From an optimization exercise on the open Yosys and OpenROAD flow, aimed at small area; shortcuts taken in it are not production practice.
Function was checked by simulation only, so behaviour that the tests miss may differ from the original.
No activity file was given, so power comes from the tool's default toggle rates.

exp/sierra:
## ict_seq
module ict_seq (
    input  wire        clk,
    input  wire        rst,
    input  wire        cmd_valid,
    output wire        cmd_ready,
    input  wire [2:0]  cmd_op,
    input  wire [23:0] cmd_addr,
    input  wire [15:0] cmd_len,
    input  wire [3:0]  cmd_step,
    input  wire        cmd_wide,
    input  wire        cmd_big,
    input  wire [31:0] cmd_seed,
    input  wire [15:0] cmd_mask,
    input  wire [31:0] cmd_crc,
    output wire        bus_req_valid,
    input  wire        bus_req_ready,
    output wire        bus_req_we,
    output wire [23:0] bus_req_addr,
    output wire [15:0] bus_req_wdata,
    output wire        bus_req_wide,
    input  wire        bus_rsp_valid,
    input  wire [15:0] bus_rsp_rdata,
    output wire        res_valid,
    output wire [1:0]  res_code,
    output wire [31:0] res_value,
    output wire [23:0] res_addr,
    output wire [15:0] res_exp,
    output wire [15:0] res_act,
    output wire [1:0]  res_pass
);
    localparam OP_ROMCRC   = 3'd0;
    localparam OP_ROMCHK   = 3'd1;
    localparam OP_RAMMARCH = 3'd3;
    localparam OP_RAMADDR  = 3'd4;
    localparam OP_RAMFILL  = 3'd5;
    localparam [31:0] LCG_C  = 32'd1013904223;
    localparam [31:0] LCG_C2 = 32'd3282727597;
    localparam [31:0] POLY  = 32'hEDB88320;
    localparam S_IDLE  = 4'd0;    
    localparam S_RES   = 4'd1;    
    localparam S_BEGIN = 4'd2;    
    localparam S_WNEXT = 4'd3;    
    localparam S_REQ   = 4'd4;    
    localparam S_WAIT  = 4'd5;    
    localparam S_AGO   = 4'd6;    
    localparam S_PADV  = 4'd7;    
    localparam S_RSTRT = 4'd8;    
    localparam S_GEN   = 4'd9;    
    localparam S_ADV   = 4'd10;   
    localparam S_CMP   = 4'd11;   
    localparam S_ADEC  = 4'd12;   
    localparam S_ASTEP = 4'd13;   
  ...
clock: 10.0 ns
lec_check: 0
cap_margin: 0
core_margin: 2
core_utilization: 30
gpl_routability_driven: 0
gpl_timing_driven: 0
place_density: 0.8
slew_margin: 0
standard.sh (not shown) runs the stock make flow with config.mk's settings and CLKGATE_MAP_FILE= SYNTH_SCRIPT=/design/flow/synth_recipe.tcl, a recipe that flattens the netlist after the stock synthesis.
==> flow/flow/run.sh <==
#!/bin/bash
# The standard layout (standard.sh, unchanged synthesis), with two
# layout settings changed through the ORFS environment:
#  - the port buffers use the smallest buffer cell (sky130_fd_sc_hd__buf_1);
#  - the clock tree uses clkbuf_8 buffers and no dummy loads.
# make's full output goes to standard.log; ORFS keeps each step's log
# under orfs/logs.
set -o pipefail
export BUFFER_PORTS_ARGS="-buffer_cell sky130_fd_sc_hd__buf_1"
export CTS_ARGS="-sink_clustering_enable -repair_clock_nets -dont_use_dummy_load -buf_list sky130_fd_sc_hd__clkbuf_8 "
bash standard.sh > standard.log 2>&1
Input changes introduced in exp/amber (baseline for comparison: exp/sierra):
Settings: GPL_ROUTABILITY_DRIVEN removed (was 0); PLACE_DENSITY changed from 0.8 to 0.6; GPL_TIMING_DRIVEN removed (was 0).
-- flow/flow/run.sh --
<<< exp/sierra, line 10
export CTS_ARGS="-sink_clustering_enable -repair_clock_nets -dont_use_dummy_load -buf_list sky130_fd_sc_hd__clkbuf_8 "
>>> exp/amber, line 10
export CTS_ARGS="-sink_clustering_enable -repair_clock_nets -dont_use_dummy_load -buf_list sky130_fd_sc_hd__clkbuf_8 -sink_clustering_size 10"
--- outcome ---
Compared to exp/sierra, the routing of exp/amber uses less wire.
Number of different library cells in the post-synthesis netlist across exp/sierra and exp/amber: no real change.
Diff exp/sierra..exp/amber | critical path depth | unchanged
exp/amber vs. exp/sierra: sequential share of layout area went up by 0.96 points.
Per the comparison of exp/amber with exp/sierra, clock skew after layout saw an increase, initial antenna violation count lower.
Synthesized cell count across exp/sierra and exp/amber: no real change.
For the total chip power, exp/amber came in 4.3% lower than exp/sierra did.
A dominant power group of combinational cells is what exp/sierra shows, while sequential cells belongs to exp/amber.
exp/amber ends up with lower worst path arrival time than exp/sierra does.
--- input diff exp/amber..exp/violet ---
Settings: an added ABC_AREA of 1.
Results
- The flow did not stop early for exp/violet: all stages ran, and the layout cleared the timing, design-rule and antenna checks.
- Combinational power | exp/violet below exp/amber
- For the core utilization, exp/violet came in 0.46 points lower than exp/amber did.
- Via count of the routed design: exp/violet vs exp/amber up 7.8%
- exp/violet has worst setup margin above what exp/amber had.
Modified inputs, exp/pepper compared to exp/violet
Settings: ABC_AREA no longer set, was 1.
==> flow/flow/run.sh <==
#!/bin/bash
# The standard layout (standard.sh: ORFS with the standard flow's synthesis script),
# with three layout settings changed through the ORFS environment:
#  - synthesis maps the logic with ABC's area-oriented mapper (amap) instead
#    of ORFS's delay-oriented script; every other step, and every register
#    with its name and cell type, is as in the standard synthesis;
#  - the port buffers use the smallest buffer cell (sky130_fd_sc_hd__buf_1);
#  - the clock tree uses clkbuf_8 buffers and no dummy loads.
# make's full output goes to standard.log; ORFS keeps each step's log
# under orfs/logs.
set -eo pipefail
here=$(pwd)
rm -rf "$here/orfs_scripts"
cp -r "$FLOW_HOME/scripts" "$here/orfs_scripts"
printf '%s\n' strash '&get -n' '&fraig -x' '&put' scorr dc2 strash 'dch -f' 'amap -m' \
    > "$here/orfs_scripts/abc_speed.script"
export SCRIPTS_DIR="$here/orfs_scripts"
export BUFFER_PORTS_ARGS="-buffer_cell sky130_fd_sc_hd__buf_1"
export CTS_ARGS="-sink_clustering_enable -repair_clock_nets -dont_use_dummy_load -buf_list sky130_fd_sc_hd__clkbuf_8"
bash standard.sh > standard.log 2>&1
Notes after the runs:
Against exp/violet, exp/pepper comes in 0.29 ns higher on longest individual stage delay on the worst path. The lower combinational power share came out of exp/violet. Run comparison: exp/violet start-to-end type of the worst setup path input pin to output pin; exp/pepper start-to-end type of the worst setup path register to output pin. In exp/pepper, share of the final layout cell area in multi-input gates is lower than in exp/violet. Relative to exp/violet, the maximum clock frequency measured on exp/pepper has decreased by more than 10%. The power in exp/pepper is 1.5 times that in exp/violet. exp/pepper leaves less setup margin than exp/violet. A top power group of sequential cells is what exp/violet shows, while combinational cells belongs to exp/pepper. The run showing the smaller fill cell instance count of the final layout is exp/pepper. Going from exp/violet to exp/pepper, compound-gate portion of the synthesized area grows by 10 points.
Input changes introduced in exp/cedar (baseline for comparison: exp/pepper):
Settings: a change of PLACE_DENSITY from 0.6 to 0.45.
==> flow/flow/run.sh <==
#!/bin/bash
# The standard layout (standard.sh, unchanged synthesis), with two
# layout settings changed through the ORFS environment:
#  - the port buffers use the smallest buffer cell (sky130_fd_sc_hd__buf_1);
#  - the clock tree uses clkbuf_8 buffers and no dummy loads.
# make's full output goes to standard.log; ORFS keeps each step's log
# under orfs/logs.
set -o pipefail
export BUFFER_PORTS_ARGS="-buffer_cell sky130_fd_sc_hd__buf_1"
export CTS_ARGS="-sink_clustering_enable -repair_clock_nets -dont_use_dummy_load -buf_list sky130_fd_sc_hd__clkbuf_8 "
bash standard.sh > standard.log 2>&1
## What came out
exp/cedar: PASS, flow complete, no timing, DRC or antenna violations
input pin to output pin as the kind of critical path was reported by exp/cedar, and register to output pin by exp/pepper.
Re post-route worst hold slack: exp/cedar is 0.017 ns up on exp/pepper.
exp/pepper -> exp/cedar: post-route cell area increased by a little under 10%
Re static leakage power: exp/cedar is about 16% up on exp/pepper.

[afterwards: timing with drivers on the ports]
How much do the figures lean on ideal ports? The routed layouts below were timed once more, with nothing changed but the port constraints.
Step 1 sets driving cells, clkbuf_16 on the clock port and buf_2 on the other inputs (assumed; they add their load-dependent delay and slew).
Step 2 times the ports against the registers' clock, not the clock port: input delays grow and output delays shrink by t, the midpoint of the rising clock arrivals with the driver on.
a / b / c = ideal ports / drivers / drivers and shift; a / b = the first two.
| run | t (ns) | slack for setup (ns) | hold WS [ns] | worst setup path at the end | worst slew at a driven data input, ns |
|---|---|---|---|---|---|
| exp/sierra | 0.522 | 3.448 / 3.426 / 3.426 | 0.349 / 0.349 / 0.349 | input to output | 0.07 |
| exp/amber | 0.497 | 3.630 / 3.606 / 3.606 | 0.324 / 0.324 / 0.324 | input to output | 0.07 |
| exp/violet | 0.522 | 4.595 / 4.547 / 4.547 | 0.344 / 0.344 / 0.344 | input to output | 0.06 |
| exp/pepper | 0.502 | 3.723 / 3.676 / 4.126 | 0.334 / 0.334 / 0.334 | input to output | 0.07 |
| exp/cedar | 0.516 | 3.699 / 3.676 / 3.676 | 0.351 / 0.351 / 0.351 | input to output | 0.07 |
After both steps setup and hold are still met in every run listed. For exp/violet, which loses most, drivers alone change the setup slack by -0.048 ns; drivers and shift together by -0.048 ns.
